This is an optimization exercise on Yosys and OpenROAD, whose aim is a short achievable clock period and few clock cycles, not a production implementation. Where RTL was checked, it was by simulation tests only, not by an equivalence proof against the original. No functional check of the RTL was part of runs 1 and 2. Power figures rest on the tool's default switching activity, not on a simulated workload.

$ cat config.mk
export PLATFORM = sky130hd
export DESIGN_NAME = cvb
export DESIGN_NICKNAME = cvb
export VERILOG_FILES = /design/flow/design.v
export SDC_FILE = /design/flow/constraint.sdc
export NUM_CORES = 4
export LEC_CHECK = 0
export ABC_CLOCK_PERIOD_IN_PS = 3000
export CAP_MARGIN = 20
export CORE_MARGIN = 2
export CORE_UTILIZATION = 40
export PLACE_DENSITY = 0.6
export SETUP_SLACK_MARGIN = 3.0
export SLEW_MARGIN = 20
$ cat constraint.sdc
create_clock -name core_clock -period 6.0 [get_ports {clk}]
set_input_delay 1.2000 -clock core_clock [delete_from_list [all_inputs] [get_ports {clk}]]
set_output_delay 1.2000 -clock core_clock [all_outputs]
set_load 0.01 [all_outputs]
$ cat design.v
`timescale 1ns/1ps
module cvb (
    input  wire        clk,
    input  wire        rst,           
    input  wire        host_wr,
    input  wire [2:0]  host_waddr,
    input  wire [15:0] host_wdata,
    input  wire [2:0]  host_raddr,
    output reg  [15:0] host_rdata,
    output wire        busy,
    output wire [2:0]  outcome,
    output wire        mem_en,
    output wire        mem_we,
    output wire [15:0] mem_addr,
    output wire [7:0]  mem_wdata,
    input  wire [7:0]  mem_rdata,
    output wire        poll_en,
    output wire [1:0]  poll_sel,      
    input  wire        poll_ans,
    output wire        put_en,
    output wire [7:0]  put_data,
    output wire        get_en,
    input  wire [7:0]  get_data,
    output wire        chs_valid,
    output wire [7:0]  chs_data,
    input  wire        chs_ready,
    input  wire        chs_err,
    input  wire        chr_valid,
    input  wire [7:0]  chr_data,
    input  wire        chr_err,
    output wire        chr_ready
);
    localparam [2:0] O_NONE    = 3'd0,
                     O_OK      = 3'd1,
                     O_TIMEOUT = 3'd2,
                     O_CHERR   = 3'd3,
                     O_MALF    = 3'd4,
                     O_INVAL   = 3'd5,
                     O_NOTF    = 3'd6,
                     O_ILLEGAL = 3'd7;
    localparam [7:0] LIMIT_RESET = 8'd16;
    reg [15:0] ptr, len, res;
    reg [7:0]  fill, limit;
    reg [2:0]  status;
    reg        ptr_nz, len_nz, len_ge2, len_ge3, len_eq3, lim_nz, lim_gt1;
    reg        ok_wr, ok_wtr, ok_rsy;
    reg        busy_r;
    reg        m_wr, m_wtr, m_enc, m_dec, m_rsy;
    reg [1:0]  sub;               
    reg        mem_en_r, mem_we_r;
    reg [15:0] maddr;
    reg [7:0]  wreg;
    reg        poll_en_r, put_en_r, get_en_r, chr_ready_r;
    reg [1:0]  poll_sel_r;
    reg [7:0]  rem;               
    reg [15:0] left;              
    reg        rdp;               
    reg [7:0]  pbuf;              
    reg [7:0]  q0, q1, q2, q3, q4;  
    reg [2:0]  qn;
    reg [15:0] rp;                
    reg [4:0]  rleft;             
    reg        rleft_nz;
    reg [2:0]  occ;               
    reg [1:0]  trl_push;
    reg [2:0]  wn;                
    reg [15:0] wa, wb;            
    reg [4:0]  scnt;              
    reg [7:0]  rb;                
    reg        rbv, rbpar, apar;
    reg [15:0] sum;
    reg [7:0]  b30;
    reg [15:0] oaddr;             
    reg [15:0] oleft;             
    reg        rk_nb, rk_first, rk_last;    
    reg        dk_nb, dk_first, dk_last;    
    reg [15:0] daddr;             
    reg [15:0] dp1, dm1;          
    reg [15:0] hp1, hm1;          
    reg        hv, hc, h40;       
    reg [15:0] haddr;
    reg        exp40;             
    reg [15:0] npair;             
    wire        cmd_wr  = host_wr & (host_waddr == 3'd0) & ~busy_r;
    wire        cmdz    = cmd_wr & (host_wdata[7:3] == 5'd0);
    wire [2:0]  opb     = host_wdata[2:0];
    wire        op1     = (opb == 3'd1);
    wire        op2     = (opb == 3'd2);
    wire        op3     = (opb == 3'd3);
    wire        op4     = (opb == 3'd4);
    wire        op5     = (opb == 3'd5);
    wire        st_wr   = cmdz & op1 & ok_wr;
    wire        st_wtr  = cmdz & op2 & ok_wtr;
    wire        st_enc  = cmdz & op3 & ptr_nz;
    wire        st_dec  = cmdz & op4 & ptr_nz;
    wire        st_rsy  = cmdz & op5 & ok_rsy;
    assign busy      = busy_r;
    assign outcome   = status;
    wire dec_w = (m_dec | st_dec) & chr_valid & ~chr_err;
    assign mem_en    = mem_en_r | st_wr | st_rsy | dec_w;
    assign mem_we    = mem_we_r | dec_w;
    assign mem_addr  = busy_r ? maddr : ptr;
    assign mem_wdata = m_wtr ? get_data : ((m_dec | ~busy_r) ? chr_data : wreg);
    assign poll_en   = poll_en_r | st_wr;
    assign poll_sel  = poll_sel_r & {2{busy_r}};
    assign put_en    = put_en_r | st_wtr;
    assign put_data  = (rdp & m_wr) ? mem_rdata : (m_wr ? pbuf : fill);
    assign get_en    = get_en_r;
    assign chs_valid = (qn != 3'd0) | st_enc;
    assign chs_data  = q0;
    assign chr_ready = chr_ready_r | st_dec;
    always @(*) begin
        case (host_raddr)
            3'd1:    host_rdata = {13'd0, status};
            3'd2:    host_rdata = ptr;
            3'd3:    host_rdata = len;
            3'd4:    host_rdata = {8'd0, fill};
            3'd5:    host_rdata = {8'd0, limit};
            3'd6:    host_rdata = res;
            default: host_rdata = 16'd0;
        endcase
    end
    wire        hw_ok   = host_wr & ~busy_r;
    wire [15:0] ptr_n   = (hw_ok && host_waddr == 3'd2) ? host_wdata : ptr;
    wire [15:0] len_n   = (hw_ok && host_waddr == 3'd3) ? host_wdata : len;
    wire [7:0]  lim_n   = (hw_ok && host_waddr == 3'd5) ? host_wdata[7:0] : limit;
    wire        lastp   = (rem == 8'd1);
    wire        lastb   = (left == 16'd1);
    wire        rd_now   = mem_en_r & ~mem_we_r;
    wire        pop      = m_enc & (qn != 3'd0) & chs_ready;
    wire        sum_done = ~rleft_nz & ~rd_now & ~rdp & ~rbv;
    wire        push_t   = m_enc & sum_done & (trl_push != 2'd0) & (qn != 3'd5);
    wire        push     = (m_enc & rdp) | push_t;
    wire [7:0]  pushd    = rdp ? mem_rdata : (trl_push[0] ? ~sum[7:0] : ~sum[15:8]);
    wire [2:0]  qa       = qn - {2'd0, pop};           
    wire [2:0]  qn_next  = qa + {2'd0, push};
    wire        rd_ok    = rleft_nz & (occ <= 3'd4);
    wire        wr_ok    = ~wn[2] & (~wn[1] | sum_done);
    wire        is20    = (mem_rdata == 8'h20);
    wire        is40    = (mem_rdata == 8'h40);
    wire        arr_nb  = rdp & dk_nb;
    wire        arr_ev  = rdp & ~dk_nb;
    wire        nb_now  = mem_en_r & rk_nb;
    wire        found   = arr_nb & (exp40 ? is40 : is20);
    wire        a_cand  = (is40 & ~dk_first) | (is20 & ~dk_last);
    wire        use_h   = arr_nb;                         
    wire        use_a   = arr_ev & ~nb_now;
    wire        s_cand  = use_h ? (hv & hc) : (use_a & a_cand);
    wire        s_40    = use_h ? h40 : is40;
    wire [15:0] s_nb    = use_h ? (h40 ? hm1 : hp1) : (is40 ? dm1 : dp1);
    wire [15:0] s_pair  = use_h ? (h40 ? hm1 : haddr) : (is40 ? dm1 : daddr);
    wire [15:0] rsy_n   = {1'b0, len[15:1]} + {15'd0, len[0]};    
    reg         fin;
    reg  [2:0]  fcode;
    always @(posedge clk) begin
        fin   = 1'b0;
        fcode = O_OK;
        if (rst) begin
            ptr    <= 16'd0;
            len    <= 16'd0;
            fill   <= 8'd0;
            limit  <= LIMIT_RESET;
            res    <= 16'd0;
            status <= O_NONE;
            ptr_nz <= 1'b0; len_nz <= 1'b0; len_ge2 <= 1'b0; len_ge3 <= 1'b0; len_eq3 <= 1'b0;
            lim_nz <= 1'b1; lim_gt1 <= 1'b1;
            ok_wr  <= 1'b0; ok_wtr <= 1'b0; ok_rsy <= 1'b0;
            busy_r <= 1'b0;
            m_wr <= 1'b0; m_wtr <= 1'b0; m_enc <= 1'b0; m_dec <= 1'b0; m_rsy <= 1'b0;
            sub  <= 2'd0;
            mem_en_r <= 1'b0; mem_we_r <= 1'b0;
            poll_en_r <= 1'b0; put_en_r <= 1'b0; get_en_r <= 1'b0; chr_ready_r <= 1'b0;
            poll_sel_r <= 2'd0;
            q0   <= 8'h20;
            rdp  <= 1'b0;
            qn   <= 3'd0;
            rbv  <= 1'b0;
            hv   <= 1'b0;
            rk_nb <= 1'b0;
            dk_nb <= 1'b0;
        end else begin
            rdp      <= rd_now;
            dk_nb    <= rk_nb;
            dk_first <= rk_first;
            dk_last  <= rk_last;
            daddr    <= maddr;
            dp1      <= maddr + 16'd1;
            dm1      <= maddr - 16'd1;
            if (rdp) pbuf <= mem_rdata;
            ptr     <= ptr_n;
            len     <= len_n;
            limit   <= lim_n;
            ptr_nz  <= (ptr_n != 16'd0);
            len_nz  <= (len_n != 16'd0);
            len_ge2 <= (len_n[15:1] != 15'd0);
            len_ge3 <= (len_n[15:2] != 14'd0) | (len_n[1] & len_n[0]);
            len_eq3 <= (len_n == 16'd3);
            lim_nz  <= (lim_n != 8'd0);
            lim_gt1 <= (lim_n[7:1] != 7'd0);
            ok_wr   <= (ptr_n != 16'd0) & (len_n != 16'd0) & (lim_n != 8'd0);
            ok_wtr  <= (ptr_n != 16'd0) & (len_n != 16'd0);
            ok_rsy  <= (ptr_n != 16'd0) & (len_n[15:1] != 15'd0);
            if (hw_ok && host_waddr == 3'd4) fill <= host_wdata[7:0];
            if (!busy_r) begin
                left       <= len;
                rem        <= opb[1] ? limit : limit - 8'd1;
                sub        <= {1'b0, opb[1] | poll_ans};
                poll_sel_r <= opb[1] ? 2'd2 : 2'd0;
                maddr      <= (opb[0] & (opb[1] | opb[2])) ? ptr + 16'd2 :
                              ((opb[0] & ~opb[1] & ~opb[2]) | (opb[2] & ~opb[0] & chr_valid)) ? ptr + 16'd1 :
                              ptr;
                rdp        <= opb[0] & ~opb[1];
                q1         <= 8'h40;
                rp         <= ptr + 16'd3;
                rleft      <= 5'd27;
                rleft_nz   <= 1'b1;
                occ        <= chs_ready ? 3'd2 : 3'd3;
                wn         <= 3'd0;
                wa         <= ptr;
                wb         <= ptr + 16'd30;
                trl_push   <= 2'b11;
                apar       <= 1'b0;
                sum        <= opb[2] ? 16'd0 : 16'h4020;
                scnt       <= {4'd0, opb[2] ? chr_valid : chs_ready};
                rb         <= chr_data;
                rbpar      <= 1'b0;
                rbv        <= opb[2] & chr_valid;
                dk_nb      <= 1'b0;
                dk_first   <= 1'b1;
                dk_last    <= 1'b0;
                daddr      <= ptr;
                dp1        <= ptr + 16'd1;
                dm1        <= ptr - 16'd1;
                hv         <= 1'b0;
                rk_nb      <= 1'b0;
                rk_first   <= 1'b0;
                rk_last    <= len_eq3;
                oaddr      <= ptr + 16'd4;
                oleft      <= len_ge3 ? rsy_n - 16'd2 : 16'd0;
                busy_r      <= (st_wr & (poll_ans | lim_gt1)) | (st_wtr & lim_nz) | st_enc |
                               (st_dec & ~(chr_valid & chr_err)) | st_rsy;
                m_wr        <= st_wr & (poll_ans | lim_gt1);
                m_wtr       <= st_wtr & lim_nz;
                m_enc       <= st_enc;
                m_dec       <= st_dec & ~(chr_valid & chr_err);
                m_rsy       <= st_rsy;
                mem_en_r    <= (st_wr & poll_ans & len_ge2) | st_enc | (st_rsy & len_ge3);
                mem_we_r    <= 1'b0;
                poll_en_r   <= (st_wr & ~poll_ans & lim_gt1) | (st_wtr & lim_nz);
                put_en_r    <= st_wr & poll_ans;
                get_en_r    <= 1'b0;
                chr_ready_r <= st_dec & ~(chr_valid & chr_err);
                q0          <= (st_enc & chs_ready) ? 8'h40 : 8'h20;
                qn          <= st_enc ? (chs_ready ? 3'd1 : 3'd2) : 3'd0;
                if (cmd_wr) begin
                    if (host_wdata[7:3] != 5'd0 || opb == 3'd0 || opb[2:1] == 2'b11) begin
                        status <= O_ILLEGAL;
                    end else if (op1) begin
                        if (!(ptr_nz && len_nz)) begin
                            status <= O_INVAL;
                        end else if (!lim_nz || (!poll_ans && !lim_gt1)) begin
                            status <= O_TIMEOUT;
                        end
                    end else if (op2) begin
                        if (!(ptr_nz && len_nz)) begin
                            status <= O_INVAL;
                        end else if (!lim_nz) begin
                            status <= O_TIMEOUT;
                        end
                    end else if (op3) begin
                        if (!ptr_nz) begin
                            status <= O_INVAL;
                        end
                    end else if (op4) begin
                        if (!ptr_nz) begin
                            status <= O_INVAL;
                        end else if (chr_valid && chr_err) begin
                            status <= O_CHERR;
                        end
                    end else begin
                        if (!(ptr_nz && len_nz)) begin
                            status <= O_INVAL;
                            res <= 16'd0;
                        end else if (!len_ge2) begin
                            status <= O_NOTF;
                            res <= 16'd0;
                        end
                    end
                end
            end
            if (m_wr) begin
                mem_en_r <= 1'b0;
                if (mem_en_r) maddr <= maddr + 16'd1;
                case (sub)
                    2'd0: begin                           
                        if (poll_ans) begin
                            sub       <= 2'd1;
                            poll_en_r <= 1'b0;
                            put_en_r  <= 1'b1;
                            mem_en_r  <= ~lastb;          
                        end else if (lastp) begin
                            fin = 1'b1; fcode = O_TIMEOUT;
                        end else begin
                            rem <= rem - 8'd1;
                        end
                    end
                    2'd1: begin                           
                        sub        <= 2'd2;
                        put_en_r   <= 1'b0;
                        poll_en_r  <= 1'b1;
                        poll_sel_r <= 2'd1;
                        rem        <= limit;
                    end
                    default: begin                        
                        if (poll_ans) begin
                            if (lastb) begin
                                fin = 1'b1; fcode = O_OK;
                            end else begin
                                left       <= left - 16'd1;
                                sub        <= 2'd0;
                                poll_sel_r <= 2'd0;
                                rem        <= limit;
                            end
                        end else if (lastp) begin
                            fin = 1'b1; fcode = O_TIMEOUT;
                        end else begin
                            rem <= rem - 8'd1;
                        end
                    end
                endcase
            end
            if (m_wtr) begin
                case (sub)
                    2'd0: begin                           
                        put_en_r   <= 1'b0;
                        sub        <= 2'd1;
                        poll_en_r  <= 1'b1;
                        rem        <= limit;
                    end
                    2'd1: begin                           
                        if (poll_ans) begin
                            sub       <= 2'd2;
                            poll_en_r <= 1'b0;
                            get_en_r  <= 1'b1;
                            mem_en_r  <= 1'b1;
                            mem_we_r  <= 1'b1;
                        end else if (lastp) begin
                            fin = 1'b1; fcode = O_TIMEOUT;
                        end else begin
                            rem <= rem - 8'd1;
                        end
                    end
                    default: begin                        
                        get_en_r <= 1'b0;
                        mem_en_r <= 1'b0;
                        mem_we_r <= 1'b0;
                        maddr    <= maddr + 16'd1;
                        if (lastb) begin
                            fin = 1'b1; fcode = O_OK;
                        end else begin
                            left     <= left - 16'd1;
                            sub      <= 2'd0;
                            put_en_r <= 1'b1;
                        end
                    end
                endcase
            end
            if (m_enc | m_dec) begin
                if (rbv) sum <= sum + (rbpar ? {rb, 8'h00} : {8'h00, rb});
            end
            if (m_enc) begin
                if (pop) begin
                    q0 <= q1; q1 <= q2; q2 <= q3; q3 <= q4;
                end
                if (push) begin
                    case (qa)
                        3'd0: q0 <= pushd;
                        3'd1: q1 <= pushd;
                        3'd2: q2 <= pushd;
                        3'd3: q3 <= pushd;
                        default: q4 <= pushd;
                    endcase
                end
                qn <= qn_next;
                occ <= occ - {2'd0, pop} + {2'd0, push_t} + {2'd0, rd_ok};
                if (push_t) trl_push <= trl_push[0] ? 2'b10 : 2'b00;
                rbv   <= rdp;
                rb    <= mem_rdata;
                rbpar <= apar;
                if (rdp) apar <= ~apar;
                if (rd_ok) begin
                    mem_en_r <= 1'b1;
                    mem_we_r <= 1'b0;
                    maddr    <= rp;
                    rp       <= rp + 16'd1;
                    rleft    <= rleft - 5'd1;
                    rleft_nz <= (rleft != 5'd1);
                end else if (wr_ok) begin
                    mem_en_r <= 1'b1;
                    mem_we_r <= 1'b1;
                    maddr    <= wa;
                    wa       <= wn[0] ? wb : wa + 16'd1;
                    wreg     <= wn[1] ? (wn[0] ? ~sum[15:8] : ~sum[7:0]) : (wn[0] ? 8'h40 : 8'h20);
                    wn       <= wn + 3'd1;
                end else begin
                    mem_en_r <= 1'b0;
                    mem_we_r <= 1'b0;
                end
                if (pop) begin
                    scnt <= scnt + 5'd1;
                    if (scnt == 5'd31) begin
                        fin = 1'b1; fcode = chs_err ? O_CHERR : O_OK;
                    end
                end
            end
            if (m_dec) begin
                rbv <= 1'b0;
                if (chr_valid) begin
                    if (chr_err) begin
                        fin = 1'b1; fcode = O_CHERR;
                    end else begin
                        maddr <= maddr + 16'd1;
                        scnt  <= scnt + 5'd1;
                        rb    <= chr_data;
                        rbv   <= (scnt < 5'd30);
                        rbpar <= scnt[0];
                        if (scnt == 5'd30) b30 <= chr_data;
                        if (scnt == 5'd31) begin
                            fin = 1'b1;
                            fcode = ((chr_data == ~sum[15:8]) && (b30 == ~sum[7:0])) ? O_OK : O_MALF;
                        end
                    end
                end
            end
            if (m_rsy) begin
                if (use_h) hv <= 1'b0;
                if (arr_ev & nb_now) begin
                    hv    <= 1'b1;
                    hc    <= a_cand;
                    h40   <= is40;
                    haddr <= daddr;
                    hp1   <= dp1;
                    hm1   <= dm1;
                end
                if (found) begin
                    res <= npair;
                    fin = 1'b1; fcode = O_OK;
                end else if (s_cand) begin
                    mem_en_r <= 1'b1;
                    rk_nb    <= 1'b1;
                    rk_first <= 1'b0;
                    rk_last  <= 1'b0;
                    maddr    <= s_nb;
                    npair    <= s_pair;
                    exp40    <= ~s_40;
                end else if (oleft != 16'd0) begin
                    mem_en_r <= 1'b1;
                    rk_nb    <= 1'b0;
                    rk_first <= 1'b0;
                    rk_last  <= (oleft == 16'd1) & len[0];
                    maddr    <= oaddr;
                    oaddr    <= oaddr + 16'd2;
                    oleft    <= oleft - 16'd1;
                end else begin
                    mem_en_r <= 1'b0;
                    rk_nb    <= 1'b0;
                    if (!mem_en_r) begin
                        res <= 16'd0;
                        fin = 1'b1; fcode = O_NOTF;
                    end
                end
            end
            if (fin) begin
                status      <= fcode;
                busy_r      <= 1'b0;
                m_wr        <= 1'b0;
                m_wtr       <= 1'b0;
                m_enc       <= 1'b0;
                m_dec       <= 1'b0;
                m_rsy       <= 1'b0;
                mem_en_r    <= 1'b0;
                mem_we_r    <= 1'b0;
                poll_en_r   <= 1'b0;
                put_en_r    <= 1'b0;
                get_en_r    <= 1'b0;
                chr_ready_r <= 1'b0;
                qn          <= 3'd0;
                q0          <= 8'h20;
                hv          <= 1'b0;
                rk_nb       <= 1'b0;
            end
        end
    end
endmodule
$ cat run.sh
#!/bin/bash
# synth_recipe.tcl (not shown) runs the flow's synth.tcl, then flattens the netlist and writes it again
# the make line also repeats each setting of config.mk as NAME=value (left out here)
make -C /OpenROAD-flow-scripts/flow DESIGN_CONFIG=/design/flow/config.mk WORK_HOME=/design/flow/orfs CLKGATE_MAP_FILE= SYNTH_SCRIPT=/design/flow/synth_recipe.tcl finish
==> run notes, run 1 <==
Run status
The run finished with no timing, DRC or antenna violations.

STA
Dividing the final minimum period by the clock period gives 70.0%. The total negative setup slack is 0 ps. The worst-case clock skew is 40.4 ps.

The max-slew violation count is 0. Setup repair after global routing could not meet its margin everywhere. The number of setup violations in the final report is 0. The worst path in the final design needs a cycle of 4200 ps, including I/O delays and setup. Static timing analysis puts the maximum clock frequency at 0.238 GHz. In this run the tightest slew margin relative to its limit is 34.3%. At the pin with the least slew margin, the transition time is 983 ps.

The count of endpoints failing hold in the final timing report is 0.

Detailed routing
The final routed wire length divided by cell count is 24.1 um. The routed via count is 24200. The vias per cell is 6.13.

The routed design has 95300 um of wire. The post-route antenna net violation count is 0. The first routing iteration left 2882 violations. The first detailed-routing pass took 7 iterations. The number of design rule violations left after detail routing is 0.

Yosys
The instance count of the mapped netlist is 2795. Counting flops with a built-in enable in the synthesized netlist gives 338. The number of synthesized register bits is 446. The synthesized area divided by synthesized cell count is 9.39 um2. By area the synthesized netlist is led by sky130_fd_sc_hd__edfxtp_1 39%, sky130_fd_sc_hd__dfxtp_1 8.2%, sky130_fd_sc_hd__nand2_1 4.3%, sky130_fd_sc_hd__a21oi_1 4.2%, sky130_fd_sc_hd__nor2_1 4.1%.

The synthesized design spends more area on one cell type than any other, namely sky130_fd_sc_hd__edfxtp_1. The netlist area before placement is 26200 um2. Summed over its instances, the top area cell type makes up 38.7% of the synthesized netlist area. Counting every net in the synthesized netlist gives 2900. Counting flops with an async set or reset pin after synthesis yields a share of 0%. The count of unique library cells instantiated by Yosys is 87. Sequential elements use 46.9% of the synthesized area. The synthesis warning total is 1.

In the synthesized netlist the dominant register cell turns out to be sky130_fd_sc_hd__edfxtp_1.

Final layout
The post-route netlist has 23.2% of its cells at a drive strength greater than 1. The signed area change from the synthesized netlist to the final layout is 28.4%. 0 antenna diodes ended up in the layout. The filler-free cell count of the finished design is 3950. The number of nets in the layout is 3157.

Power and ir drop
Across the VDD grid, the largest voltage drop is 0.210 mV. The power density over cell area is 222 nW/um2. The static power due to leakage is 12.4 nW.

Setup path
On the critical path, the stage with the largest delay is an instance of sky130_fd_sc_hd__or4b_4. The required time at the worst-slack endpoint is 4800 ps. The startpoint kind of the worst setup timing path is a primary input. The largest single stage delay on the critical path is 540 ps.

The maximum fanout encountered on the critical timing path is 4. STA classifies the critical path endpoint as a primary output. The data arrival time of the critical path is 3000 ps. The setup path with the least slack is of type in2out. The signal on the critical path passes through buf_8 > or4b_4 > nor4_4 > buf_4 > nand2_4 > o21ai_2 > and3b_1 > or2_4 > buf_6.

Place
The number of buffers added on ports is 122. After detailed placement, the design holds a cell count of 3641. The congestion estimate from routability-driven global placement came to 0.961.

Summed over all nets, the half-perimeter wirelength after detailed placement is 63000 um.

CTS
TritonCTS built the clock tree. The CTS H-tree depth is 2. The number of clock buffers added by TritonCTS is 52. The clock sink count is 446. The count of hold-fix buffers inserted at cts is 0. No sink is reached through more buffers than the 3 on the longest clock path.

In this run the clock root is driven by a sky130_fd_sc_hd__clkbuf_16. The insertion delay of the later-clocked pin in the worst-skew pair is 640 ps. The register clock-pin slew on the reported worst setup and hold paths is 70 ps.

Die
The standard-cell row count is 93. The initial core utilization is 40.6%. The die is 260 um wide.

After floorplanning, the core was sized to cover 64700 um2. The die covers 67700 um2. The chip height is 260 um.

The number of ports placed on the die boundary is 123.

Global route
The number of global-route vias before repair is 22700. The number of antenna violations at the first check in global routing was 1. The largest net degree at the start of global routing is 129. For this run, the total global-route usage over all layers was measured as 27.2%.

After global routing the overflow that remains totals 0. The first global-routing pass estimated 142000 um of wire.

Job
Max-cap violations in this run came to 0.

Min path
In this run the worst hold path is classified as reg2reg.
-- timing repair --
action	CTS	global route
cloned	10	1
buffers inserted	131	70
pin swaps	68	80
setup endpoints to repair	279	166
gates resized for setup	594	157
-- critical path, delay by kind of cell --
kind,cells,cell delay [ps]
AO/OA/AOI/OAI,1,140
buffers and inverters,3,400
AND/OR/NAND/NOR,5,1260
-- cell type report --
cell class | instances | area (um2)
Clock buffer | 63 | 1390
Multi-Input combinational cell | 2089 | 14300
Timing Repair inverter | 1 | 5.00
Clock inverter | 34 | 308
Fill cell | 5847 | 31000
Timing Repair Buffer | 386 | 3890
Tap cell | 855 | 1070
Sequential cell | 446 | 12300
Inverter | 76 | 339
-- where the power goes --
part           total, W  internal (W)  leakage, nW  switching (W)
Sequential      0.00354       0.00342         4.13       0.000124
Combinational  0.000693      0.000298         7.45       0.000394
Clock           0.00323       0.00183        0.844        0.00140
Total           0.00746       0.00555         12.4        0.00192
-- metrics by stage --
stage                     utilization [%]  hold slack, ps  total power (W)  worst slack [ps]  area, um2
after floorplan                         -             426          0.00395              1080      26800
after global placement               44.2             435          0.00416               854      28600
after detailed placement             44.2             435          0.00418               865      28600
after CTS                            50.3             427          0.00744              1880      32500
after global routing                 52.0             447          0.00768              1780      33700
final                                52.0             434          0.00746              1800      33700
-- Yosys cell counts, types with 21 or more instances --
library cell	n
sky130_fd_sc_hd__a22oi_1	49
sky130_fd_sc_hd__clkbuf_1	129
sky130_fd_sc_hd__a21oi_1	218
sky130_fd_sc_hd__a221oi_1	27
sky130_fd_sc_hd__nor2b_1	43
sky130_fd_sc_hd__xor2_1	60
sky130_fd_sc_hd__nand4_1	27
sky130_fd_sc_hd__a221o_1	26
sky130_fd_sc_hd__and3_1	33
sky130_fd_sc_hd__mux2i_1	82
sky130_fd_sc_hd__o21ai_0	152
sky130_fd_sc_hd__or3_1	21
sky130_fd_sc_hd__buf_1	29
sky130_fd_sc_hd__nand2_1	302
sky130_fd_sc_hd__inv_1	71
sky130_fd_sc_hd__nor4_1	32
sky130_fd_sc_hd__ha_1	48
sky130_fd_sc_hd__nand3_1	89
sky130_fd_sc_hd__nand2b_1	25
sky130_fd_sc_hd__buf_2	23
sky130_fd_sc_hd__edfxtp_1	338
sky130_fd_sc_hd__and2_1	29
sky130_fd_sc_hd__xnor2_1	101
sky130_fd_sc_hd__dfxtp_1	108
sky130_fd_sc_hd__a31oi_1	37
sky130_fd_sc_hd__nor3_1	64
sky130_fd_sc_hd__a211oi_1	53
sky130_fd_sc_hd__nor2_1	289
-- routing by layer --
metal	vias up	global-route usage, %	routed length (um)
met5	-	0	12
met4	2	9.60	3260
met3	178	4.05	7500
met2	1166	42.9	43900
met1	11900	38.1	40600
li1	10900	-	-
-- path summary, 6_finish.rpt --
| kind | from | endpoint | slack (ps) | cells after the start |
|---|---|---|---|---|
| max | host_waddr[1] | mem_we | 1800 | 9 |
| min | dp1[1] | hp1[1] | 430 | 0 |
| max reg2reg | busy_r | daddr[1] | 2520 | 26 |
| min reg2reg | dp1[1] | hp1[1] | 430 | 0 |
-- placed cells by master, fill, tap and decap left out, types with 30 or more instances in the layout --
cell	n
sky130_fd_sc_hd__a211oi_1	49
sky130_fd_sc_hd__clkdlybuf4s50_1	32
sky130_fd_sc_hd__xor2_1	60
sky130_fd_sc_hd__nand3_1	86
sky130_fd_sc_hd__inv_1	54
sky130_fd_sc_hd__xnor2_1	98
sky130_fd_sc_hd__nand2_1	286
sky130_fd_sc_hd__buf_4	177
sky130_fd_sc_hd__a22oi_1	37
sky130_fd_sc_hd__a21oi_1	193
sky130_fd_sc_hd__o21ai_0	135
sky130_fd_sc_hd__buf_2	32
sky130_fd_sc_hd__edfxtp_1	338
sky130_fd_sc_hd__mux2i_1	77
sky130_fd_sc_hd__nor2_1	258
sky130_fd_sc_hd__buf_6	72
sky130_fd_sc_hd__a31oi_1	34
sky130_fd_sc_hd__and3_1	30
sky130_fd_sc_hd__clkbuf_16	54
sky130_fd_sc_hd__ha_1	41
sky130_fd_sc_hd__dfxtp_1	98
sky130_fd_sc_hd__nor3_1	55
-- kinds of logic (layout without fill, tap and decap cells) --
group,Yosys count,after routing,synth area share (%)
compound gates,765,765,19.3
buf+inv,262,560,3.94
fa+ha+maj,51,51,2.52
flops,446,446,46.9
mux,91,91,3.51
xor+xnor,161,161,5.37
simple gates,1019,1021,18.5
==> run 2, diff against run 1 <==
--- a/design.v
+++ b/design.v
@@ -7,5 +7,5 @@
     input  wire [15:0] host_wdata,
     input  wire [2:0]  host_raddr,
-    output reg  [15:0] host_rdata,
+    output wire [15:0] host_rdata,
     output wire        busy,
     output wire [2:0]  outcome,
@@ -46,4 +46,5 @@
     reg        ok_wr, ok_wtr, ok_rsy;
     reg        busy_r;
+    reg        idle_r;            
     reg        m_wr, m_wtr, m_enc, m_dec, m_rsy;
     reg [1:0]  sub;               
@@ -82,5 +83,5 @@
     reg        exp40;             
     reg [15:0] npair;             
-    wire        cmd_wr  = host_wr & (host_waddr == 3'd0) & ~busy_r;
+    wire        cmd_wr  = host_wr & (host_waddr == 3'd0) & idle_r;
     wire        cmdz    = cmd_wr & (host_wdata[7:3] == 5'd0);
     wire [2:0]  opb     = host_wdata[2:0];
@@ -95,31 +96,26 @@
     wire        st_dec  = cmdz & op4 & ptr_nz;
     wire        st_rsy  = cmdz & op5 & ok_rsy;
+    cvb_start u_start (
+        .host_wr(host_wr), .host_waddr(host_waddr), .opc(host_wdata[7:0]), .busy(busy_r),
+        .ok_wr(ok_wr), .ok_wtr(ok_wtr), .ok_ed(ptr_nz), .ok_rsy(ok_rsy),
+        .chr_valid(chr_valid), .chr_err(chr_err), .m_dec(m_dec),
+        .mem_en_r(mem_en_r), .mem_we_r(mem_we_r), .poll_en_r(poll_en_r), .put_en_r(put_en_r),
+        .chs_valid_r(qn != 3'd0), .chr_ready_r(chr_ready_r),
+        .mem_en(mem_en), .mem_we(mem_we), .poll_en(poll_en), .put_en(put_en),
+        .chs_valid(chs_valid), .chr_ready(chr_ready)
+    );
+    cvb_rdmux u_rdmux (
+        .a(host_raddr), .status(status), .ptr(ptr), .len(len), .fill(fill), .limit(limit),
+        .res(res), .q(host_rdata)
+    );
     assign busy      = busy_r;
     assign outcome   = status;
-    wire dec_w = (m_dec | st_dec) & chr_valid & ~chr_err;
-    assign mem_en    = mem_en_r | st_wr | st_rsy | dec_w;
-    assign mem_we    = mem_we_r | dec_w;
     assign mem_addr  = busy_r ? maddr : ptr;
     assign mem_wdata = m_wtr ? get_data : ((m_dec | ~busy_r) ? chr_data : wreg);
-    assign poll_en   = poll_en_r | st_wr;
     assign poll_sel  = poll_sel_r & {2{busy_r}};
-    assign put_en    = put_en_r | st_wtr;
     assign put_data  = (rdp & m_wr) ? mem_rdata : (m_wr ? pbuf : fill);
     assign get_en    = get_en_r;
-    assign chs_valid = (qn != 3'd0) | st_enc;
     assign chs_data  = q0;
-    assign chr_ready = chr_ready_r | st_dec;
-    always @(*) begin
-        case (host_raddr)
-            3'd1:    host_rdata = {13'd0, status};
-            3'd2:    host_rdata = ptr;
-            3'd3:    host_rdata = len;
-            3'd4:    host_rdata = {8'd0, fill};
-            3'd5:    host_rdata = {8'd0, limit};
-            3'd6:    host_rdata = res;
-            default: host_rdata = 16'd0;
-        endcase
-    end
-    wire        hw_ok   = host_wr & ~busy_r;
+    wire        hw_ok   = host_wr & idle_r;
     wire [15:0] ptr_n   = (hw_ok && host_waddr == 3'd2) ? host_wdata : ptr;
     wire [15:0] len_n   = (hw_ok && host_waddr == 3'd3) ? host_wdata : len;
@@ -167,4 +163,5 @@
             ok_wr  <= 1'b0; ok_wtr <= 1'b0; ok_rsy <= 1'b0;
             busy_r <= 1'b0;
+            idle_r <= 1'b1;
             m_wr <= 1'b0; m_wtr <= 1'b0; m_enc <= 1'b0; m_dec <= 1'b0; m_rsy <= 1'b0;
             sub  <= 2'd0;
@@ -202,5 +199,5 @@
             ok_rsy  <= (ptr_n != 16'd0) & (len_n[15:1] != 15'd0);
             if (hw_ok && host_waddr == 3'd4) fill <= host_wdata[7:0];
-            if (!busy_r) begin
+            if (idle_r) begin
                 left       <= len;
                 rem        <= opb[1] ? limit : limit - 8'd1;
@@ -240,4 +237,6 @@
                 busy_r      <= (st_wr & (poll_ans | lim_gt1)) | (st_wtr & lim_nz) | st_enc |
                                (st_dec & ~(chr_valid & chr_err)) | st_rsy;
+                idle_r      <= ~((st_wr & (poll_ans | lim_gt1)) | (st_wtr & lim_nz) | st_enc |
+                                 (st_dec & ~(chr_valid & chr_err)) | st_rsy);
                 m_wr        <= st_wr & (poll_ans | lim_gt1);
                 m_wtr       <= st_wtr & lim_nz;
@@ -474,4 +473,5 @@
                 status      <= fcode;
                 busy_r      <= 1'b0;
+                idle_r      <= 1'b1;
                 m_wr        <= 1'b0;
                 m_wtr       <= 1'b0;
@@ -493,2 +493,45 @@
     end
 endmodule
+module cvb_start (
+    input  wire       host_wr,
+    input  wire [2:0] host_waddr,
+    input  wire [7:0] opc,
+    input  wire       busy,
+    input  wire       ok_wr, ok_wtr, ok_ed, ok_rsy,
+    input  wire       chr_valid, chr_err, m_dec,
+    input  wire       mem_en_r, mem_we_r, poll_en_r, put_en_r, chs_valid_r, chr_ready_r,
+    output wire       mem_en, mem_we, poll_en, put_en, chs_valid, chr_ready
+);
+    wire cmdz = host_wr & (host_waddr == 3'd0) & ~busy & (opc[7:3] == 5'd0);
+    wire st_wr  = cmdz & (opc[2:0] == 3'd1) & ok_wr;
+    wire st_wtr = cmdz & (opc[2:0] == 3'd2) & ok_wtr;
+    wire st_enc = cmdz & (opc[2:0] == 3'd3) & ok_ed;
+    wire st_dec = cmdz & (opc[2:0] == 3'd4) & ok_ed;
+    wire st_rsy = cmdz & (opc[2:0] == 3'd5) & ok_rsy;
+    wire dec_w = (m_dec | st_dec) & chr_valid & ~chr_err;
+    assign mem_en    = mem_en_r | st_wr | st_rsy | dec_w;
+    assign mem_we    = mem_we_r | dec_w;
+    assign poll_en   = poll_en_r | st_wr;
+    assign put_en    = put_en_r | st_wtr;
+    assign chs_valid = chs_valid_r | st_enc;
+    assign chr_ready = chr_ready_r | st_dec;
+endmodule
+module cvb_rdmux (
+    input  wire [2:0]  a,
+    input  wire [2:0]  status,
+    input  wire [15:0] ptr, len, res,
+    input  wire [7:0]  fill, limit,
+    output reg  [15:0] q
+);
+    always @(*) begin
+        case (a)
+            3'd1:    q = {13'd0, status};
+            3'd2:    q = ptr;
+            3'd3:    q = len;
+            3'd4:    q = {8'd0, fill};
+            3'd5:    q = {8'd0, limit};
+            3'd6:    q = res;
+            default: q = 16'd0;
+        endcase
+    end
+endmodule
--- a/config.mk
+++ b/config.mk
@@ -6,5 +6,4 @@
 export NUM_CORES = 4
 export LEC_CHECK = 0
-export ABC_CLOCK_PERIOD_IN_PS = 3000
 export CAP_MARGIN = 20
 export CORE_MARGIN = 2
@@ -13,2 +12,4 @@
 export SETUP_SLACK_MARGIN = 3.0
 export SLEW_MARGIN = 20
+export SYNTH_HIERARCHICAL = 1
+export SYNTH_MINIMUM_KEEP_SIZE = 0
==> run notes, run 2 <==
STA
The count of endpoints failing hold in the final timing report is 0 (unchanged). The minimum clock period after layout came to 3820 ps (-374 ps). The highest achievable clock rate is 0.261 GHz (+9.8%). The headroom to the max-slew limit is 28.8% (-5.5 points). The slew at the pin closest to its max-slew limit is 1070 ps (+85.0 ps). The worst-case clock skew came to 48.1 ps (+7.73 ps). The max-slew violation count is 0 (unchanged). Setup repair after global routing could not meet its margin everywhere.

The total negative setup slack came to 0 ps (unchanged). The share of the cycle needed by the critical path after routing is 63.7% (-6.2 points). The number of setup violations in the final report is 0 (unchanged).

Yosys
The share of the synthesized area in the top cell type is 37.2% (-1.5 points). The adder and majority gate portion of the synthesized area is 2.46% (-0.059 points). The count of unique library cells instantiated by Yosys is 95 (+9.2%).

The sequential cell area fraction in the yosys report is 45.2% (-1.7 points). The mux share of post-synthesis cell area came to 5.38% (+1.9 points). The fraction of the mapped netlist area in simple logic gates is 18.5% (+0.020 points).

The number of nets in the synthesized netlist is 2981 (+2.8%). The complex-gate fraction of the synthesized area came to 19.3% (about the same). By count the netlist is led by 338 x sky130_fd_sc_hd__edfxtp_1, 309 x sky130_fd_sc_hd__nor2_1, 233 x sky130_fd_sc_hd__nand2_1. The most frequently used flop master after synthesis is sky130_fd_sc_hd__edfxtp_1.

The number of synthesized register bits is 447 (+0.22%). The most area-hungry cell type in the Yosys netlist is sky130_fd_sc_hd__edfxtp_1. The synthesized area divided by synthesized cell count is 9.48 um2 (+1.0%). The number of synthesized flops with an enable pin was 338 (unchanged). By area the synthesized netlist is led by sky130_fd_sc_hd__edfxtp_1 37%, sky130_fd_sc_hd__dfxtp_1 8.0%, sky130_fd_sc_hd__nor2_1 4.3%, sky130_fd_sc_hd__mux2i_1 4.2%, sky130_fd_sc_hd__a21oi_1 3.7%. The synthesis warning total is 8 (+7).

The synthesized-area fraction occupied by xor and xnor cells was 5.01% (-0.36 points). The netlist area before placement is 27300 um2 (+3.9%). The instance count of the mapped netlist is 2876 (+2.9%). Among all cell types in the netlist, the one instantiated most often is sky130_fd_sc_hd__edfxtp_1.

The fraction of registers with async set or reset after synthesis was 0% (unchanged). After synthesis, the largest family of logic cells by area is compound AO/OA/AOI/OAI gates.

Detailed routing
The post-route antenna net violation count is 0 (unchanged). The vias per cell was 6.20 (+1.2%). The initial DRC count was 2675 (-7.2%). The wire length on met1 came to 40800 um (+0.61%). The detailed router used layers up to and including met5. The routed via count is 24300 (+0.49%). The final routed wire length divided by cell count is 24.8 um (+2.9%). The first-pass detailed-route iteration total is 6 (-1). The sum of met3 wire segment lengths after detailed routing was 8230 um (+9.7%). The routed wire length is 97400 um (+2.1%). The number of design rule violations left after detail routing came to 0 (unchanged).

The amount of wire on met2 after detailed routing came to 43500 um (-1.1%).

Place
The final RePlAce weighted congestion was 0.950 (-1.1%). The placed wire-length estimate after detailed placement came to 67400 um (+6.9%). The number of buffers added on ports is 122 (unchanged).

Power and ir drop
The total chip power is 0.00756 W (+1.3%). The maximum vdd drop is 0.203 mV (-3.4%). The power density over cell area is 230 nW/um2 (+3.9%). The static power due to leakage came to 12.1 nW (-2.2%).

Die
The number of ports placed on the die boundary was 123 (unchanged). The full die area was 70300 um2 (+3.9%). The die width came to 265 um (+1.9%). The placeable core region is 67300 um2 (+4.0%). The initial core utilization is 40.5% (about the same). The standard-cell row count came to 95 (+2.2%).

The chip height is 265 um (+1.9%).

Setup path
The data arrival time of the critical path is 2620 ps (-380 ps). The classification of the worst setup path is in2out. The worst-path cell with the longest stage delay is sky130_fd_sc_hd__or4b_4. The minimum setup slack among reg-to-reg paths is 3040 ps (+520 ps). The required time at the worst-slack endpoint came to 4800 ps (about the same).

The startpoint kind of the worst setup timing path is a primary input. The path depth of the worst reg2reg path is 8 (-69%). The critical path goes through buf_8 > or4b_4 > nor4_4 > buf_4 > buf_6 > a311o_1 > buf_2. The peak per-stage delay on the critical path is 540 ps (about the same). The maximum fanout encountered on the critical timing path was 4 (unchanged).

The sort of element at the end of the critical path is a primary output.

Final layout
The number of nets in the layout was 3107 (-1.6%). The signed area change from the synthesized netlist to the final layout is 20.5%. The share of post-route cells with drive strength above 1 is 18.9% (-4.2 points). The library cell used most frequently in the layout, excluding fill and tap cells, is sky130_fd_sc_hd__edfxtp_1.

In the layout the commonest cells are 338 x sky130_fd_sc_hd__edfxtp_1, 295 x sky130_fd_sc_hd__nor2_1, 217 x sky130_fd_sc_hd__nand2_1.

CTS
The clock sink count is 447 (+0.22%). The number of buffers on the longest clock path is 3 (unchanged). The CTS tree is done. The insertion delay of the later-clocked pin in the worst-skew pair is 640 ps (about the same). The cell chosen for the clock root is sky130_fd_sc_hd__clkbuf_16.

The TritonCTS buffer count is 53 (+1.9%). The CTS H-tree depth is 2 (unchanged). The register clock-pin slew on the reported worst setup and hold paths is 60 ps (about the same).

Run status
The run finished with no timing, DRC or antenna violations.

Global route
The overall overflow remaining after global route is 0 (unchanged). The aggregate global-route resource usage is 26.9% (-0.35 points). The first-pass GRT wire length was 146000 um (+2.3%). The largest net degree at the start of global routing came to 96 (-26%).

The number of antenna violations at the first check in global routing is 3 (+2). The number of global-route vias before repair was 23200 (+2.5%).

Min path
The type of the tightest min-delay check is reg2reg. The hold-critical path depth is 0 (unchanged).

Job
The total of max-cap violations was 0 (unchanged).
==> run 2: per-stage QoR <==
step / instances / hold slack, ps / worst slack, ps / utilization, % / area, um2
finish: 3921 / 448 / 2180 / 48.8 / 32900
global route: 3921 / 454 / 2130 / 48.8 / 32900
floorplan: 2876 / 426 / 932 / - / 27700
detailed placement: 3733 / 435 / 1120 / 43.9 / 29500
global placement: 3733 / 433 / 1210 / 43.9 / 29500
CTS: 3886 / 451 / 2180 / 47.7 / 32100
==> run 2: modules after synthesis, one instance, submodules excluded <==
module	flip-flops and latches	cells inside	cell area (um2)
cvb	447	2771	26500
cvb_start	0	18	170
cvb_rdmux	0	87	636
==> run 2: routing by layer <==
layer | global-route usage [%] | up-vias
met5 | 0 | -
met4 | 11.7 | 2
met3 | 3.98 | 233
met2 | 42.2 | 1178
met1 | 37.0 | 11900
li1 | - | 11000
==> run 2: worst paths after layout <==
kind                 start        end
max          host_waddr[0]     mem_we
min                 dp1[5]     hp1[5]
max reg2reg       mem_en_r  maddr[12]
min reg2reg         dp1[5]     hp1[5]
==> run 2: worst max-delay path, delay by kind of cell <==
kind                   cells  cell delay [ps]
AO/OA/AOI/OAI              1              160
buffers and inverters      4              510
AND/OR/NAND/NOR            2              750
==> run 2: layout make-up <==
cell class | count | area (um2)
Fill cell | 6274 | 34400
Multi-Input combinational cell | 2149 | 14700
Sequential cell | 447 | 12400
Timing Repair Buffer | 266 | 2520
Clock buffer | 68 | 1510
Tap cell | 873 | 1090
Inverter | 85 | 334
Clock inverter | 32 | 294
Antenna cell | 1 | 2.50
==> run 2: logic make-up (layout without fill, tap and decap cells) <==
kind of cell	after synthesis	in the layout
other cells	0	1
simple gates	1025	1026
mux	143	143
fa+ha+maj	52	52
xor+xnor	156	156
flops	447	447
compound gates	772	772
buf+inv	281	451
==> run 2: repair_timing <==
action                                  in CTS  in global routing
resized for setup                          546                118
endpoints found under the setup margin     291                167
hold buffers                                 0                  0
pin swaps                                   29                 36
setup buffers                               48                 33
cloned                                       5                  1
==> run 2: power breakdown <==
group | internal (W) | switching (W) | total, W
logic | 0.000272 | 0.000381 | 0.000654
registers | 0.00343 | 0.000132 | 0.00356
clock network | 0.00192 | 0.00143 | 0.00335
total | 0.00562 | 0.00194 | 0.00756
==> run 3, diff against run 2 <==
--- a/design.v
+++ b/design.v
@@ -46,5 +46,4 @@
     reg        ok_wr, ok_wtr, ok_rsy;
     reg        busy_r;
-    reg        idle_r;            
     reg        m_wr, m_wtr, m_enc, m_dec, m_rsy;
     reg [1:0]  sub;               
@@ -83,5 +82,5 @@
     reg        exp40;             
     reg [15:0] npair;             
-    wire        cmd_wr  = host_wr & (host_waddr == 3'd0) & idle_r;
+    wire        cmd_wr  = host_wr & (host_waddr == 3'd0) & ~busy_r;
     wire        cmdz    = cmd_wr & (host_wdata[7:3] == 5'd0);
     wire [2:0]  opb     = host_wdata[2:0];
@@ -91,9 +90,5 @@
     wire        op4     = (opb == 3'd4);
     wire        op5     = (opb == 3'd5);
-    wire        st_wr   = cmdz & op1 & ok_wr;
-    wire        st_wtr  = cmdz & op2 & ok_wtr;
-    wire        st_enc  = cmdz & op3 & ptr_nz;
-    wire        st_dec  = cmdz & op4 & ptr_nz;
-    wire        st_rsy  = cmdz & op5 & ok_rsy;
+    wire        st_wr, st_wtr, st_enc, st_dec, st_rsy;
     cvb_start u_start (
         .host_wr(host_wr), .host_waddr(host_waddr), .opc(host_wdata[7:0]), .busy(busy_r),
@@ -102,4 +97,5 @@
         .mem_en_r(mem_en_r), .mem_we_r(mem_we_r), .poll_en_r(poll_en_r), .put_en_r(put_en_r),
         .chs_valid_r(qn != 3'd0), .chr_ready_r(chr_ready_r),
+        .st_wr(st_wr), .st_wtr(st_wtr), .st_enc(st_enc), .st_dec(st_dec), .st_rsy(st_rsy),
         .mem_en(mem_en), .mem_we(mem_we), .poll_en(poll_en), .put_en(put_en),
         .chs_valid(chs_valid), .chr_ready(chr_ready)
@@ -117,5 +113,5 @@
     assign get_en    = get_en_r;
     assign chs_data  = q0;
-    wire        hw_ok   = host_wr & idle_r;
+    wire        hw_ok   = host_wr & ~busy_r;
     wire [15:0] ptr_n   = (hw_ok && host_waddr == 3'd2) ? host_wdata : ptr;
     wire [15:0] len_n   = (hw_ok && host_waddr == 3'd3) ? host_wdata : len;
@@ -163,5 +159,4 @@
             ok_wr  <= 1'b0; ok_wtr <= 1'b0; ok_rsy <= 1'b0;
             busy_r <= 1'b0;
-            idle_r <= 1'b1;
             m_wr <= 1'b0; m_wtr <= 1'b0; m_enc <= 1'b0; m_dec <= 1'b0; m_rsy <= 1'b0;
             sub  <= 2'd0;
@@ -199,5 +194,5 @@
             ok_rsy  <= (ptr_n != 16'd0) & (len_n[15:1] != 15'd0);
             if (hw_ok && host_waddr == 3'd4) fill <= host_wdata[7:0];
-            if (idle_r) begin
+            if (!busy_r) begin
                 left       <= len;
                 rem        <= opb[1] ? limit : limit - 8'd1;
@@ -237,6 +232,4 @@
                 busy_r      <= (st_wr & (poll_ans | lim_gt1)) | (st_wtr & lim_nz) | st_enc |
                                (st_dec & ~(chr_valid & chr_err)) | st_rsy;
-                idle_r      <= ~((st_wr & (poll_ans | lim_gt1)) | (st_wtr & lim_nz) | st_enc |
-                                 (st_dec & ~(chr_valid & chr_err)) | st_rsy);
                 m_wr        <= st_wr & (poll_ans | lim_gt1);
                 m_wtr       <= st_wtr & lim_nz;
@@ -473,5 +466,4 @@
                 status      <= fcode;
                 busy_r      <= 1'b0;
-                idle_r      <= 1'b1;
                 m_wr        <= 1'b0;
                 m_wtr       <= 1'b0;
@@ -501,12 +493,13 @@
     input  wire       chr_valid, chr_err, m_dec,
     input  wire       mem_en_r, mem_we_r, poll_en_r, put_en_r, chs_valid_r, chr_ready_r,
+    output wire       st_wr, st_wtr, st_enc, st_dec, st_rsy,
     output wire       mem_en, mem_we, poll_en, put_en, chs_valid, chr_ready
 );
     wire cmdz = host_wr & (host_waddr == 3'd0) & ~busy & (opc[7:3] == 5'd0);
-    wire st_wr  = cmdz & (opc[2:0] == 3'd1) & ok_wr;
-    wire st_wtr = cmdz & (opc[2:0] == 3'd2) & ok_wtr;
-    wire st_enc = cmdz & (opc[2:0] == 3'd3) & ok_ed;
-    wire st_dec = cmdz & (opc[2:0] == 3'd4) & ok_ed;
-    wire st_rsy = cmdz & (opc[2:0] == 3'd5) & ok_rsy;
+    assign st_wr  = cmdz & (opc[2:0] == 3'd1) & ok_wr;
+    assign st_wtr = cmdz & (opc[2:0] == 3'd2) & ok_wtr;
+    assign st_enc = cmdz & (opc[2:0] == 3'd3) & ok_ed;
+    assign st_dec = cmdz & (opc[2:0] == 3'd4) & ok_ed;
+    assign st_rsy = cmdz & (opc[2:0] == 3'd5) & ok_rsy;
     wire dec_w = (m_dec | st_dec) & chr_valid & ~chr_err;
     assign mem_en    = mem_en_r | st_wr | st_rsy | dec_w;
==> run notes, run 3 <==
CTS
The cell chosen for the clock root is sky130_fd_sc_hd__clkbuf_16. The insertion delay of the later-clocked pin in the worst-skew pair is 620 ps (-20 ps). The register clock-pin slew on the reported worst setup and hold paths is 60 ps (about the same). The TritonCTS buffer count is 50 (-5.7%). The CTS H-tree depth was 2 (unchanged). The number of buffers on the longest clock path is 3 (unchanged).

TritonCTS built the clock tree. The clock sink count is 446 (-0.22%).

Power and ir drop
The sequential fraction of design power came to 47.2% (about the same). The total chip power is 0.00751 W (-0.65%). The cell-internal power was 0.00564 W (+0.25%).

The static power due to leakage is 12.4 nW (+2.1%). The share of power burned in combinational logic came to 9.5% (+0.9 points). The power density over cell area was 224 nW/um2 (-2.7%). The fraction of power spent switching nets is 25.0% (-0.67 points). The maximum vdd drop is 0.205 mV (+1.2%). The total net switching power is 0.00188 W (-3.3%). The part of the power in the clock network is 43.4% (-0.9 points).

Yosys
Yosys attributes the largest share of cell area to sky130_fd_sc_hd__edfxtp_1 38%, sky130_fd_sc_hd__dfxtp_1 8.2%, sky130_fd_sc_hd__nand2_1 4.8%, sky130_fd_sc_hd__a21oi_1 4.5%, sky130_fd_sc_hd__nor2_1 3.8%. The number of synthesized flops with an enable pin was 338 (unchanged). The most area-hungry cell type in the Yosys netlist is sky130_fd_sc_hd__edfxtp_1. The synthesis warning total came to 8 (unchanged). The most frequently used flop master after synthesis is sky130_fd_sc_hd__edfxtp_1. Sorting the synthesized cells by how often they occur yields 338 x sky130_fd_sc_hd__edfxtp_1, 337 x sky130_fd_sc_hd__nand2_1, 266 x sky130_fd_sc_hd__nor2_1. The share of the synthesized area in the top cell type was 38.5% (+1.3 points). The fraction of registers with async set or reset after synthesis is 0% (unchanged). The netlist area before placement was 26400 um2 (-3.3%). The number of nets in the synthesized netlist is 2955 (-0.87%). The instance count of the mapped netlist is 2851 (-0.87%). The library cell with the highest instance count after synthesis is sky130_fd_sc_hd__edfxtp_1.

The sequential cell area fraction in the yosys report is 46.7% (+1.5 points). The number of synthesized register bits is 446 (-0.22%). The synthesized area divided by synthesized cell count is 9.25 um2 (-2.4%). The count of unique library cells instantiated by Yosys came to 91 (-4.2%).

STA
The headroom to the max-slew limit came to 27.8% (-0.96 points). The highest achievable clock rate is 0.278 GHz (+6.2%). The slew at the pin closest to its max-slew limit came to 1080 ps (+12.1 ps).

The count of endpoints failing hold in the final timing report is 0 (unchanged). The max-slew violation count is 0 (unchanged). The worst-case clock skew was 19.9 ps (-28.2 ps).

The number of setup violations in the final report is 0 (unchanged). The total negative setup slack is 0 ps (unchanged). Setup repair after global routing could not meet its margin everywhere.

The minimum clock period after layout is 3600 ps (-223 ps). The share of the cycle needed by the critical path after routing is 60.0% (-3.7 points).

Final layout
The share of post-route cells with drive strength above 1 is 21.4% (+2.5 points). The library cells used most frequently in the layout, excluding fill and tap cells, are 338 x sky130_fd_sc_hd__edfxtp_1, 319 x sky130_fd_sc_hd__nand2_1, 247 x sky130_fd_sc_hd__nor2_1. The most common cell after layout, fill and taps aside is sky130_fd_sc_hd__edfxtp_1.

The signed area change from the synthesized netlist to the final layout is 27.2%. The number of nets in the layout is 3192 (+2.7%).

Die
The placeable core region is 65500 um2 (-2.6%). The chip height was 261 um (-1.6%). The die width is 261 um (-1.6%). The initial core utilization came to 40.3% (-0.28 points). The number of ports placed on the die boundary is 123 (unchanged). The full die area is 68000 um2 (-3.2%). The standard-cell row count came to 94 (-1.1%).

Setup path
The cell family contributing the most delay on the critical path is buffers and inverters. The required time at the worst-slack endpoint was 4800 ps (about the same). The data arrival time of the critical path is 2400 ps (-220 ps). The peak per-stage delay on the critical path is 350 ps (-190 ps). STA classifies the critical path startpoint as a primary input. The critical path depth is 7 (unchanged).

The maximum fanout encountered on the critical timing path is 3 (-1). The path depth of the worst reg2reg path is 7 (-1). The buffer and inverter count on the worst path is 4 (unchanged). Walking the worst path, the cells encountered are clkdlybuf4s15_2 > and4bb_2 > buf_6 > nand4_1 > buf_6 > a21oi_2 > buf_2. The most numerous cell type found on the critical path is sky130_fd_sc_hd__buf_6. The minimum setup slack among reg-to-reg paths is 2950 ps (-90 ps). The slowest stage of the critical path is the sky130_fd_sc_hd__and4bb_2 cell. The sort of element at the end of the critical path is a primary output. The classification of the worst setup path is in2out.

Detailed routing
The number of design rule violations left after detail routing was 0 (unchanged). The post-route antenna net violation count is 0 (unchanged). The routed wire length came to 95000 um (-2.4%). The first-pass detailed-route iteration total came to 8 (+2).

The routed via count is 24400 (+0.35%). The final routed wire length divided by cell count is 23.8 um (-4.2%). The vias per cell came to 6.11 (-1.4%). The initial DRC count is 3222 (+20%).

Global route
met2 is the most crowded layer. The global-route track usage on met2 is 42.8% (+0.66 points). The met1 layer usage reported by global route is 36.3% (-0.63 points).

The fraction of met3 tracks used by global routing came to 4.19% (+0.21 points). The overall overflow remaining after global route is 0 (unchanged). The number of global-route vias before repair is 22700 (-2.1%).

The first-pass GRT wire length is 141000 um (-3.3%). The aggregate global-route resource usage is 26.8% (-0.086 points). The number of antenna violations at the first check in global routing is 2 (-1). The largest net degree at the start of global routing is 114 (+19%).

Place
The final RePlAce weighted congestion was 0.962 (+1.3%). The number of buffers added on ports is 122 (unchanged). The placed wire-length estimate after detailed placement is 63100 um (-6.3%).

Run status
The run finished with no timing, DRC or antenna violations.

Min path
The hold-critical path depth was 0 (unchanged). In this run the worst hold path is classified as reg2reg.

Job
The total of max-cap violations was 0 (unchanged).
-- run 3: changes by cell type after synthesis, moves of 20 or more --
cell,delta
sky130_fd_sc_hd__mux2i_1,-47
sky130_fd_sc_hd__a21oi_1,+37
sky130_fd_sc_hd__o21ai_0,+20
sky130_fd_sc_hd__nor2_1,-43
sky130_fd_sc_hd__a22oi_1,+25
sky130_fd_sc_hd__nand3_1,+20
sky130_fd_sc_hd__nand2_1,+104
-- run 3: power by group through the flow --
stage	logic, W	clock network (W)	registers [W]
after CTS	0.000648	0.00330	0.00354
after global placement	0.000569	0	0.00360
after global routing	0.000765	0.00340	0.00355
final	0.000713	0.00326	0.00354
after detailed placement	0.000577	0	0.00360
after floorplan	0.000394	0	0.00355
-- run 3: final timing paths --
kind,start,end
setup / recovery,host_wdata[1],mem_we
hold reg to reg,daddr[1],haddr[1]
hold / removal,daddr[1],haddr[1]
setup reg to reg,sub[1],maddr[14]
-- run 3: metal layers --
| metal | vias up | share of wire, % | wire [um] |
|---|---|---|---|
| li1 | 11100 | - | - |
| met1 | 11800 | 41 | 39200 |
| met2 | 1298 | 46 | 43900 |
| met3 | 227 | 8.5 | 8040 |
| met4 | 0 | 4.0 | 3830 |
| met5 | - | 0 | 0 |
-- run 3: kinds of logic (layout without fill, tap and decap cells) --
| family | after synthesis | after routing | synth area share (%) |
|---|---|---|---|
| mux | 78 | 78 | 3.01 |
| simple gates | 1056 | 1059 | 19.2 |
| fa+ha+maj | 50 | 50 | 2.46 |
| xor+xnor | 156 | 156 | 5.18 |
| flops | 446 | 446 | 46.7 |
| compound gates | 791 | 791 | 19.3 |
| buf+inv | 274 | 547 | 4.14 |
| other cells | 0 | 1 | 0 |
-- run 3: repair_timing --
action | CTS | global route
cloned | 11 | 3
gates resized for setup | 588 | 197
hold buffers | 0 | 0
pin swaps | 52 | 79
setup buffers | 97 | 82
setup endpoints to repair | 268 | 174
-- run 3: layout make-up --
class / count / area (um2)
diodes: 1 / 2.50
clock buffers: 62 / 1360
clock inverters: 29 / 345
fillers: 5811 / 32000
inverters: 89 / 360
multi-input cells: 2134 / 14400
flip-flops and latches: 446 / 12300
well taps: 864 / 1080
repair buffers: 367 / 3680
-- run 3: worst register-to-register path: cells and delay by family (launching register included) --
family	cells	cell delay, ps
compound gates	4	1320
flops	1	700
simple gates	2	600
buf+inv	1	200
-- run 3: per-module statistics from Yosys, one instance, submodules excluded --
module	cells inside	area [um2]
cvb	2731	25500
cvb_rdmux	87	636
cvb_start	33	251
-- run 3: stage by stage --
step | cells | instance area [um2] | util [%] | hold WS (ps) | worst slack [ps]
5_1_grt | 3992 | 33500 | 51.2 | 457 | 2320
2_1_floorplan | 2851 | 26800 | - | 426 | 1360
4_1_cts | 3906 | 32200 | 49.2 | 452 | 2340
3_3_place_gp | 3707 | 28600 | 43.7 | 434 | 1220
3_5_place_dp | 3707 | 28700 | 43.7 | 438 | 1170
6_report | 3992 | 33500 | 51.2 | 442 | 2400
Testbench counts of run 3, summed over its fixed seeds: cycles 34,688.

## port drivers added, routing unchanged
Ports are ideal in the flow. The routed layouts listed here were re-timed in OpenROAD.
Step 1 (the two cells are an assumption about what drives the block):
set clk [get_ports {clk}]
set_driving_cell -lib_cell sky130_fd_sc_hd__clkbuf_16 $clk
set_driving_cell -lib_cell sky130_fd_sc_hd__buf_2 [delete_from_list [all_inputs] $clk]
Step 2 moves the port delays by t, midway between the first and last clock arrival at a register: inputs arrive t later, outputs are due t later. That takes back most of the time a late clock gives input paths.
a / b / c = no drivers / after step 1 / after step 2; a / b = the first two.
run	t, ns	slack for setup (ns)	clock arrival spread, ns	slew at the worst register clock pin (ns)
run 1	0.682	1.801 / 1.756 / 1.756	0.042 / 0.042	0.08 / 0.08
run 2	0.672	2.175 / 2.134 / 2.134	0.048 / 0.049	0.07 / 0.07
run 3	0.676	2.398 / 2.368 / 2.112	0.022 / 0.022	0.07 / 0.07
After both steps every run listed still meets setup and hold. For run 3, which loses most, drivers alone change the setup slack by -0.030 ns; drivers and shift together by -0.286 ns.
